What follows belongs to an exercise in optimizing a design on an open flow for small area, a short achievable clock period and few clock cycles per item; a production flow would make more cautious choices. RTL that was checked went through simulation tests only; none was proved equivalent to the original. Power and IR drop assume default switching activity.

## trial 72
// oi1_codec
module oi1_codec (
    input  wire        clk,
    input  wire        rst,
    input  wire        cmd_valid,
    output wire        cmd_ready,
    input  wire [7:0]  cmd_op,
    input  wire [15:0] cmd_len,
    input  wire        in_valid,
    output wire        in_ready,
    input  wire [7:0]  in_data,
    output wire        out_valid,
    input  wire        out_ready,
    output wire [7:0]  out_data,
    output wire        rsp_valid,
    output wire [3:0]  rsp_status,
    output wire [1:0]  rsp_version,
    output wire        rsp_verified,
    output wire [31:0] rsp_crc,
    output wire [31:0] rsp_expected,
    output wire [7:0]  rsp_err_char,
    output wire [15:0] rsp_err_pos,
    output wire        rsp_is_valid,
    output wire [1:0]  rsp_reason,
    output wire [6:0]  rsp_quality,
    output wire [2:0]  rsp_issues
);
  localparam [7:0] OP_CRC    = 8'h02;
  localparam [7:0] OP_ENCODE = 8'h07;
  localparam [7:0] OP_DECODE = 8'h08;
  localparam [7:0] OP_VALID  = 8'h0A;
  localparam [7:0] OP_QUAL   = 8'h0B;
  localparam [3:0] ST_OK         = 4'd0;
  localparam [3:0] ST_FORMAT     = 4'd2;
  localparam [3:0] ST_VALIDATION = 4'd3;
  localparam [3:0] ST_DECODING   = 4'd4;
  localparam [3:0] ST_INTEGRITY  = 4'd5;
  localparam [3:0] ST_BADCMD     = 4'd7;
  localparam [7:0] SYM_O  = 8'h4F;   
  localparam [7:0] SYM_0  = 8'h30;   
  localparam [7:0] SYM_I  = 8'h49;   
  localparam [7:0] SYM_L  = 8'h6C;   
  localparam [2:0] RNG_80_BF = 3'd0;
  localparam [2:0] RNG_A0_BF = 3'd1;
  localparam [2:0] RNG_80_9F = 3'd2;
  localparam [2:0] RNG_90_BF = 3'd3;
  localparam [2:0] RNG_80_8F = 3'd4;
  function [7:0] sym_of;
    input [1:0] g;
    begin
      case (g)
        2'd0: sym_of = SYM_O;
        2'd1: sym_of = SYM_0;
        2'd2: sym_of = SYM_I;
        default: sym_of = SYM_L;
      endcase
    end
  endfunction
  reg         cmd_ready_q;
  reg         act;           
  reg         st;            
  reg         m_crc, m_enc, m_dec, m_val, m_qua, m_none;
  reg         lz;            
  reg         lt8;           
  reg         dfmt;          
  ...
export LEC_CHECK = 0
export CAP_MARGIN = 20
export CORE_MARGIN = 2
export CORE_UTILIZATION = 40
export SLEW_MARGIN = 20
export SYNTH_MEMORY_MAX_BITS = 16384
create_clock -name core_clock -period 13.0 [get_ports {clk}]
standard.sh (not shown) runs the stock make flow with config.mk's settings and CLKGATE_MAP_FILE= SYNTH_SCRIPT=/design/flow/synth_recipe.tcl, a recipe that flattens the netlist after the stock synthesis.
==> flow/flow/run.sh <==
#!/bin/bash
# Own layout flow: the standard synthesis unchanged, then the standard layout with a
# larger setup-slack margin, so that ORFS's timing repair keeps working on paths well below the
# clock period. Each step's full output goes to a log file of its own in this folder.
set -euo pipefail
bash standard.sh synth > synth.log 2>&1
bash standard.sh SETUP_SLACK_MARGIN=9.6 finish > layout.log 2>&1
## Diff of input files: build 37 against trial 72
--- a/flow/flow/run.sh
+++ b/flow/flow/run.sh
@@ -7 +7 @@
-bash standard.sh SETUP_SLACK_MARGIN=9.6 finish > layout.log 2>&1
+bash standard.sh SETUP_SLACK_MARGIN=9.0 finish > layout.log 2>&1
==> results.txt <==
Comparing build 37 against trial 72, there is no change at all in number of maximum-capacitance violations.
[compare] base=trial 72 new=build 37: sequential cell area share now sits higher, number of gates on the worst path with buffers counted grew by 3.
Portion of total power attributed to sequential cells delta for build 37 relative to trial 72: 1.4 points higher
On number of combinational gates with multiple inputs, trial 72 tracks build 37 almost exactly.
On slew at the pin with the worst max-slew slack, the higher figure sits with build 37, not trial 72.
NOTE: required time of the worst setup path in build 37 falls short of that of trial 72
Row final standard cell utilization of the core: build 37 lower / trial 72 higher
Compared trial 72 against build 37; cell count after placement within noise.
No functional check of the RTL was part of any run of this note.

Another version of the RTL of oi1_codec (not shown whole).
Size: roughly 2400 cells after synthesis, ~160 I/O pins, about 0.021 sq mm of cells after synthesis.
## oi1_codec
module oi1_codec (
    input  wire        clk,
    input  wire        rst,
    input  wire        cmd_valid,
    output wire        cmd_ready,
    input  wire [7:0]  cmd_op,
    input  wire [15:0] cmd_len,
    input  wire        in_valid,
    output wire        in_ready,
    input  wire [7:0]  in_data,
    output wire        out_valid,
    input  wire        out_ready,
    output wire [7:0]  out_data,
    output wire        rsp_valid,
    output wire [3:0]  rsp_status,
    output wire [1:0]  rsp_version,
    output wire        rsp_verified,
    output wire [31:0] rsp_crc,
    output wire [31:0] rsp_expected,
    output wire [7:0]  rsp_err_char,
    output wire [15:0] rsp_err_pos,
    output wire        rsp_is_valid,
    output wire [1:0]  rsp_reason,
    output wire [6:0]  rsp_quality,
    output wire [2:0]  rsp_issues
);
  localparam [7:0] OP_CRC    = 8'h02;
  localparam [7:0] OP_ENCODE = 8'h07;
  localparam [7:0] OP_DECODE = 8'h08;
  localparam [7:0] OP_VALID  = 8'h0A;
  localparam [7:0] OP_QUAL   = 8'h0B;
  localparam [3:0] ST_OK         = 4'd0;
  localparam [3:0] ST_FORMAT     = 4'd2;
  localparam [3:0] ST_VALIDATION = 4'd3;
  localparam [3:0] ST_DECODING   = 4'd4;
  localparam [3:0] ST_INTEGRITY  = 4'd5;
  localparam [3:0] ST_BADCMD     = 4'd7;
  localparam [7:0] SYM_O  = 8'h4F;   
  localparam [7:0] SYM_0  = 8'h30;   
  localparam [7:0] SYM_I  = 8'h49;   
  localparam [7:0] SYM_L  = 8'h6C;   
  localparam [2:0] RNG_80_BF = 3'd0;
  localparam [2:0] RNG_A0_BF = 3'd1;
  localparam [2:0] RNG_80_9F = 3'd2;
  localparam [2:0] RNG_90_BF = 3'd3;
  localparam [2:0] RNG_80_8F = 3'd4;
  function [7:0] sym_of;
    input [1:0] g;
    begin
      case (g)
        2'd0: sym_of = SYM_O;
        2'd1: sym_of = SYM_0;
        2'd2: sym_of = SYM_I;
        default: sym_of = SYM_L;
      endcase
    end
  endfunction
  reg         cmd_ready_q;
  reg         act;           
  reg         st;            
  reg         m_crc, m_enc, m_dec, m_val, m_qua, m_none;
  reg         lz;            
  reg         lt8;           
  reg         dfmt;          
  reg         dv2;           
  reg  [1:0]  version_q;
  reg  [15:0] in_left;       
  reg         in_ready_q;
  reg         d_en;          
  wire cmd_fire = cmd_valid && cmd_ready_q;
  wire in_fire  = in_valid && in_ready_q;
  ...
clock: 13.0 ns
lec_check: 0
cap_margin: 20
core_margin: 2
core_utilization: 40
slew_margin: 20
synth_memory_max_bits: 16384
==> flow/flow/run.sh <==
#!/bin/bash
# Own layout flow: the standard synthesis unchanged, then the standard layout with a
# larger setup-slack margin, so that ORFS's timing repair keeps working on paths well below the
# clock period. Each step's full output goes to a log file of its own in this folder.
set -euo pipefail
bash standard.sh synth > synth.log 2>&1
bash standard.sh SETUP_SLACK_MARGIN=9.3 CTS_BUF_LIST=sky130_fd_sc_hd__clkbuf_8 CORE_UTILIZATION=60 finish > layout.log 2>&1
Testbench counts at the start, summed over its fixed seeds: cycles 20,325, items 13,868.
Change:
--- a/flow/flow/run.sh
+++ b/flow/flow/run.sh
@@ -7 +7 @@
-bash standard.sh SETUP_SLACK_MARGIN=9.3 CTS_BUF_LIST=sky130_fd_sc_hd__clkbuf_8 CORE_UTILIZATION=60 finish > layout.log 2>&1
+bash standard.sh SETUP_SLACK_MARGIN=9.0 finish > layout.log 2>&1
Result: Global-route usage went down by 11 points. Hold slack hardly moves. Worst setup slack is worse by 0.035 ns.
Change:
--- a/flow/flow/run.sh
+++ b/flow/flow/run.sh
@@ -7 +7 @@
-bash standard.sh SETUP_SLACK_MARGIN=9.0 finish > layout.log 2>&1
+bash standard.sh SETUP_SLACK_MARGIN=9.3 finish > layout.log 2>&1
Fmax increases by 4.8%.
Worst hold slack barely changes.
Routed wire length increases by 2.4%.
Final cell count increases by 2.9%.
Clock skew hardly moves.
Total power increases by 2.9%.
Register-to-register slack improved by 0.22 ns.
Sequential share of layout area decreases by 0.36 points.
Setup slack improved by 0.18 ns.

Setup of JK:
oi1_codec, a different RTL version from the one above (not shown whole).
Size in the first run: roughly 2200 cells after synthesis, ~330 flip-flops, about 160 I/O pins, roughly 20000 µm² of cells after synthesis.
export LEC_CHECK = 0
export CAP_MARGIN = 20
export CORE_MARGIN = 2
export CORE_UTILIZATION = 40
export SLEW_MARGIN = 20
export SYNTH_MEMORY_MAX_BITS = 16384
create_clock -name core_clock -period 13.0 [get_ports {clk}]
==> flow/flow/run.sh <==
#!/bin/bash
# Own layout flow: the standard synthesis unchanged, then the standard layout with a
# larger setup-slack margin, so that ORFS's timing repair keeps working on paths well below the
# clock period. Each step's full output goes to a log file of its own in this folder.
set -euo pipefail
bash standard.sh synth > synth.log 2>&1
bash standard.sh SETUP_SLACK_MARGIN=9.45 finish > layout.log 2>&1
Both conditions hold for JK: the flow ran to the end and the final layout passed the timing, design-rule and antenna checks.
Testbench counts of JK, summed over its fixed seeds: cycles 20,327, items 13,868.
For MS, these inputs were changed with respect to JK:
diff --git a/flow/flow/run.sh b/flow/flow/run.sh
--- a/flow/flow/run.sh
+++ b/flow/flow/run.sh
@@ -6,2 +6,2 @@
 bash standard.sh synth > synth.log 2>&1
-bash standard.sh SETUP_SLACK_MARGIN=9.45 finish > layout.log 2>&1
+bash standard.sh SETUP_SLACK_MARGIN=9.3 TNS_END_PERCENT=10 SLEW_MARGIN=10 CAP_MARGIN=10 CTS_CLUSTER_SIZE=25 CTS_CLUSTER_DIAMETER=60 finish > layout.log 2>&1
==> comparison <==
Diff JK -> MS: clock buffer and inverter area fraction after layout shows a reduction of 0.54 points, pin count of the biggest net entering global routing shows an increase of 8, routed wire length shows a reduction of about 1.6%, non-clock buffer share of cell area shows a reduction of 1.8 points.
| clock group total power | MS vs JK | better |
Compared to JK, MS has area added between synthesis and finish 5.1 points lower.
Cmp JK and MS / number of global-route vias before repair / higher: JK
diff inputs: MS => AL
diff --git a/flow/flow/run.sh b/flow/flow/run.sh
--- a/flow/flow/run.sh
+++ b/flow/flow/run.sh
@@ -6,2 +6,2 @@
 bash standard.sh synth > synth.log 2>&1
-bash standard.sh SETUP_SLACK_MARGIN=9.3 TNS_END_PERCENT=10 SLEW_MARGIN=10 CAP_MARGIN=10 CTS_CLUSTER_SIZE=25 CTS_CLUSTER_DIAMETER=60 finish > layout.log 2>&1
+bash standard.sh SETUP_SLACK_MARGIN=9.3 TNS_END_PERCENT=10 SLEW_MARGIN=10 CAP_MARGIN=10 CTS_CLUSTER_SIZE=30 CTS_CLUSTER_DIAMETER=60 finish > layout.log 2>&1
### Flow results
Across MS and AL, none had a timing, DRC or antenna violation. Launching element of the worst setup path: x[28] -> MS, x[9] -> AL. AL vs. MS: adder and majority cell fraction of the synthesized area held; number of max-capacitance violations reported held; multi-input combinational area share held; combined global-route utilization of all metal layers held. AL reports its capture point of the worst path as rsp_crc[9] while MS reports rsp_crc[28]. On summed area of non-filler cells in the final layout, MS and AL are neck and neck. AL against MS: maximum frequency went down, number of cell rows flat, clock distribution area overhead in the final layout was more or less identical, worst setup slack saw a decrease, clock network fraction of total power moved down.
Setup changes, AL to TR
diff --git a/flow/flow/run.sh b/flow/flow/run.sh
--- a/flow/flow/run.sh
+++ b/flow/flow/run.sh
@@ -6,2 +6,2 @@
 bash standard.sh synth > synth.log 2>&1
-bash standard.sh SETUP_SLACK_MARGIN=9.3 TNS_END_PERCENT=10 SLEW_MARGIN=10 CAP_MARGIN=10 CTS_CLUSTER_SIZE=30 CTS_CLUSTER_DIAMETER=60 finish > layout.log 2>&1
+bash standard.sh SETUP_SLACK_MARGIN=9.3 TNS_END_PERCENT=10 SLEW_MARGIN=10 CAP_MARGIN=10 CTS_CLUSTER_SIZE=30 CTS_CLUSTER_DIAMETER=80 finish > layout.log 2>&1
## What came out
- There was hardly any difference in fraction of the cycle the final worst path needs between AL and TR.
- In the metrics for AL and TR, the one carrying the higher relative contribution of combinational cells to total power is TR.
- Power after layout, AL and TR: smaller value in TR
#### Input delta (PW over TR)
diff --git a/flow/flow/run.sh b/flow/flow/run.sh
--- a/flow/flow/run.sh
+++ b/flow/flow/run.sh
@@ -6,2 +6,2 @@
 bash standard.sh synth > synth.log 2>&1
-bash standard.sh SETUP_SLACK_MARGIN=9.3 TNS_END_PERCENT=10 SLEW_MARGIN=10 CAP_MARGIN=10 CTS_CLUSTER_SIZE=30 CTS_CLUSTER_DIAMETER=80 finish > layout.log 2>&1
+bash standard.sh SETUP_SLACK_MARGIN=9.3 finish > layout.log 2>&1
### Flow results
Latest clock arrival within the worst-skew pair: TR vs PW, no meaningful difference
PW vs TR: final area up
Antenna violation net count after detailed routing: PW vs TR identical
Sort TR and PW by data arrival at the endpoint of the critical path, ascending, and PW comes first.
Against TR, routed wire length in PW rose slightly.
Higher worst slew margin relative to its limit was reported by TR, not PW.
The final clock period utilization by the worst path was comparable across TR and PW.
| number of multi-input combinational cells | TR vs PW | ≈ equal |
Of the two candidates, TR has the worse worst setup slack after layout and PW the better one.

Starting RTL as in the previous note.
==> flow/config.mk <==
export PLATFORM = sky130hd
export DESIGN_NAME = oi1_codec
export DESIGN_NICKNAME = oi1_codec
export VERILOG_FILES = /design/flow/design.v
export SDC_FILE = /design/flow/constraint.sdc
export NUM_CORES = 4
export LEC_CHECK = 0
export CAP_MARGIN = 20
export CORE_MARGIN = 2
export CORE_UTILIZATION = 40
export SLEW_MARGIN = 20
export SYNTH_MEMORY_MAX_BITS = 16384
==> flow/constraint.sdc <==
create_clock -name core_clock -period 13.0 [get_ports {clk}]
set_input_delay 2.6000 -clock core_clock [delete_from_list [all_inputs] [get_ports {clk}]]
set_output_delay 2.6000 -clock core_clock [all_outputs]
set_load 0.01 [all_outputs]
==> flow/flow/run.sh <==
#!/bin/bash
# Own layout flow: the standard synthesis unchanged, then the standard layout with a
# larger setup-slack margin, so that ORFS's timing repair keeps working on paths well below the
# clock period. Each step's full output goes to a log file of its own in this folder.
set -euo pipefail
bash standard.sh synth > synth.log 2>&1
bash standard.sh SETUP_SLACK_MARGIN=9.3 TNS_END_PERCENT=10 SLEW_MARGIN=10 CAP_MARGIN=10 finish > layout.log 2>&1
The starting point completed without violations.
Testbench counts at the start, summed over its fixed seeds: cycles 20,327, items 13,868.
Then changed:
--- a/flow/flow/run.sh
+++ b/flow/flow/run.sh
@@ -7 +7 @@
-bash standard.sh SETUP_SLACK_MARGIN=9.3 TNS_END_PERCENT=10 SLEW_MARGIN=10 CAP_MARGIN=10 finish > layout.log 2>&1
+bash standard.sh SETUP_SLACK_MARGIN=9.3 TNS_END_PERCENT=10 SLEW_MARGIN=10 CAP_MARGIN=10 CORE_UTILIZATION=55 finish > layout.log 2>&1
Result: The new run completed with no timing, DRC or antenna violations; power came out lower by 1.5%; setup slack got worse by 0.020 ns; die area came out lower by 27%.

## run A
Another version of the RTL of oi1_codec (not shown whole).
Size: about 2700 cells after synthesis, ~380 flip-flops, ~160 I/O pins, roughly 24000 sq um of cells after synthesis.
Settings: LEC_CHECK=0, CAP_MARGIN=20, CORE_MARGIN=2, CORE_UTILIZATION=40, SLEW_MARGIN=20, SYNTH_MEMORY_MAX_BITS=16384; clock period 13.0 ns.
==> flow/flow/run.sh <==
#!/bin/bash
# Own layout flow: the standard synthesis unchanged, then the standard layout with a
# larger setup-slack margin, so that ORFS's timing repair keeps working on paths well below the
# clock period. Each step's full output goes to a log file of its own in this folder.
set -euo pipefail
bash standard.sh synth > synth.log 2>&1
bash standard.sh SETUP_SLACK_MARGIN=8.5 finish > layout.log 2>&1
Run A closes out successfully: all stages finished, all timing, DRC and antenna checks passed.
Testbench counts of run A, summed over its fixed seeds: cycles 20,311, items 13,868.
Edits applied to the flow inputs when going from run A to run B:
- putting ABC_CLOCK_PERIOD_IN_PS at 4000 where nothing was set
- clearing SYNTH_MEMORY_MAX_BITS, which used to be 16384
- putting SETUP_SLACK_MARGIN at 5 where nothing was set
==> flow/run.sh (new file) <==
#!/bin/bash
# synth_recipe.tcl (not shown) runs the flow's synth.tcl, then flattens the netlist and writes it again
# the make line also repeats each setting of config.mk as NAME=value (left out here)
make -C /OpenROAD-flow-scripts/flow DESIGN_CONFIG=/design/flow/config.mk WORK_HOME=/design/flow/orfs CLKGATE_MAP_FILE= SYNTH_SCRIPT=/design/flow/synth_recipe.tcl finish
removed: flow/flow/run.sh
removed: flow/standard.sh
Results
- Compared run B vs run A, and met2 wirelength from detailed routing is up in run B.
- First-pass GRT wire length ends up lower on run A.
- Run B -> run A: filler-free cell count of the finished design flat
- Fmax (lower): run B
- Looking at total design power across both flows, run B is the weaker of the two, with run A ahead.
- Summary of run B over run A: share of the cycle needed by the critical path after routing higher, worst-case setup margin in the final layout saw a decrease.
- Run B: flow completed, timing, DRC and antenna clean
Edits applied to the flow inputs when going from run B to run C:
- ABC_CLOCK_PERIOD_IN_PS no longer set, was 4000
- SYNTH_MEMORY_MAX_BITS now 16384, previously not set
- SETUP_SLACK_MARGIN no longer set, was 5
==> results.txt <==
Every stage of the flow completed for run C, and the final layout passed the timing, design-rule and antenna checks.
From run B to run C the numbers moved as follows: largest net degree at the start of global routing held steady, net switching power figure held steady.
Diff run B -> run C: period utilization held; total of plain and repair buffers excluding clock buffers held; initial core utilization held; placed wire-length estimate after detailed placement held.
Compared with run B, in run C total CTS buffers saw little to no change; number of max-slew violations in the final report held steady.

## what the ideal ports hide
No port has a modelled driver above. Below, the same layouts with a new extraction and two added sets of constraints.
Step 1 assumes that a clkbuf_16 drives the clock port and a buf_2 every other input.
Step 2 moves the port delays by t, midway between the first and last clock arrival at a register: inputs arrive t later, outputs are due t later. That takes back most of the time a late clock gives input paths.
Three values: no drivers, after step 1, after step 2; two values: the first two.
run	t, ns	slack for setup (ns)	hold WS [ns]	worst data-port slew with drivers (ns)
trial 72	0.627	9.043 / 9.043 / 9.038	0.454 / 0.454 / 0.454	0.05
build 37	0.635	8.923 / 8.923 / 8.519	0.446 / 0.446 / 0.446	0.04
the first run of note 2	0.715	9.057 / 9.004 / 8.707	0.453 / 0.453 / 0.453	0.04
the second run of note 2	0.633	9.022 / 8.962 / 8.488	0.452 / 0.452 / 0.452	0.08
the third run of note 2	0.625	9.205 / 9.146 / 8.773	0.454 / 0.454 / 0.454	0.07
JK	0.635	9.133 / 9.074 / 8.919	0.452 / 0.452 / 0.452	0.04
MS	0.599	9.174 / 9.119 / 8.654	0.455 / 0.455 / 0.455	0.04
AL	0.609	9.147 / 9.092 / 8.669	0.455 / 0.455 / 0.455	0.04
TR	0.613	9.150 / 9.096 / 8.586	0.461 / 0.461 / 0.461	0.04
PW	0.618	9.165 / 9.110 / 8.738	0.454 / 0.454 / 0.454	0.04
the first run of note 4	0.614	9.169 / 9.115 / 8.655	0.453 / 0.453 / 0.453	0.04
the second run of note 4	0.615	9.149 / 9.092 / 8.666	0.456 / 0.456 / 0.456	0.03
run A	0.619	8.593 / 8.538 / 8.178	0.448 / 0.448 / 0.448	0.08
run B	0.635	7.713 / 7.713 / 7.713	0.449 / 0.449 / 0.449	0.05
run C	0.635	7.713 / 7.713 / 7.713	0.449 / 0.449 / 0.449	0.05
After both steps every run listed still meets setup and hold. For TR, which loses most, drivers alone change the setup slack by -0.054 ns; drivers and shift together by -0.564 ns.
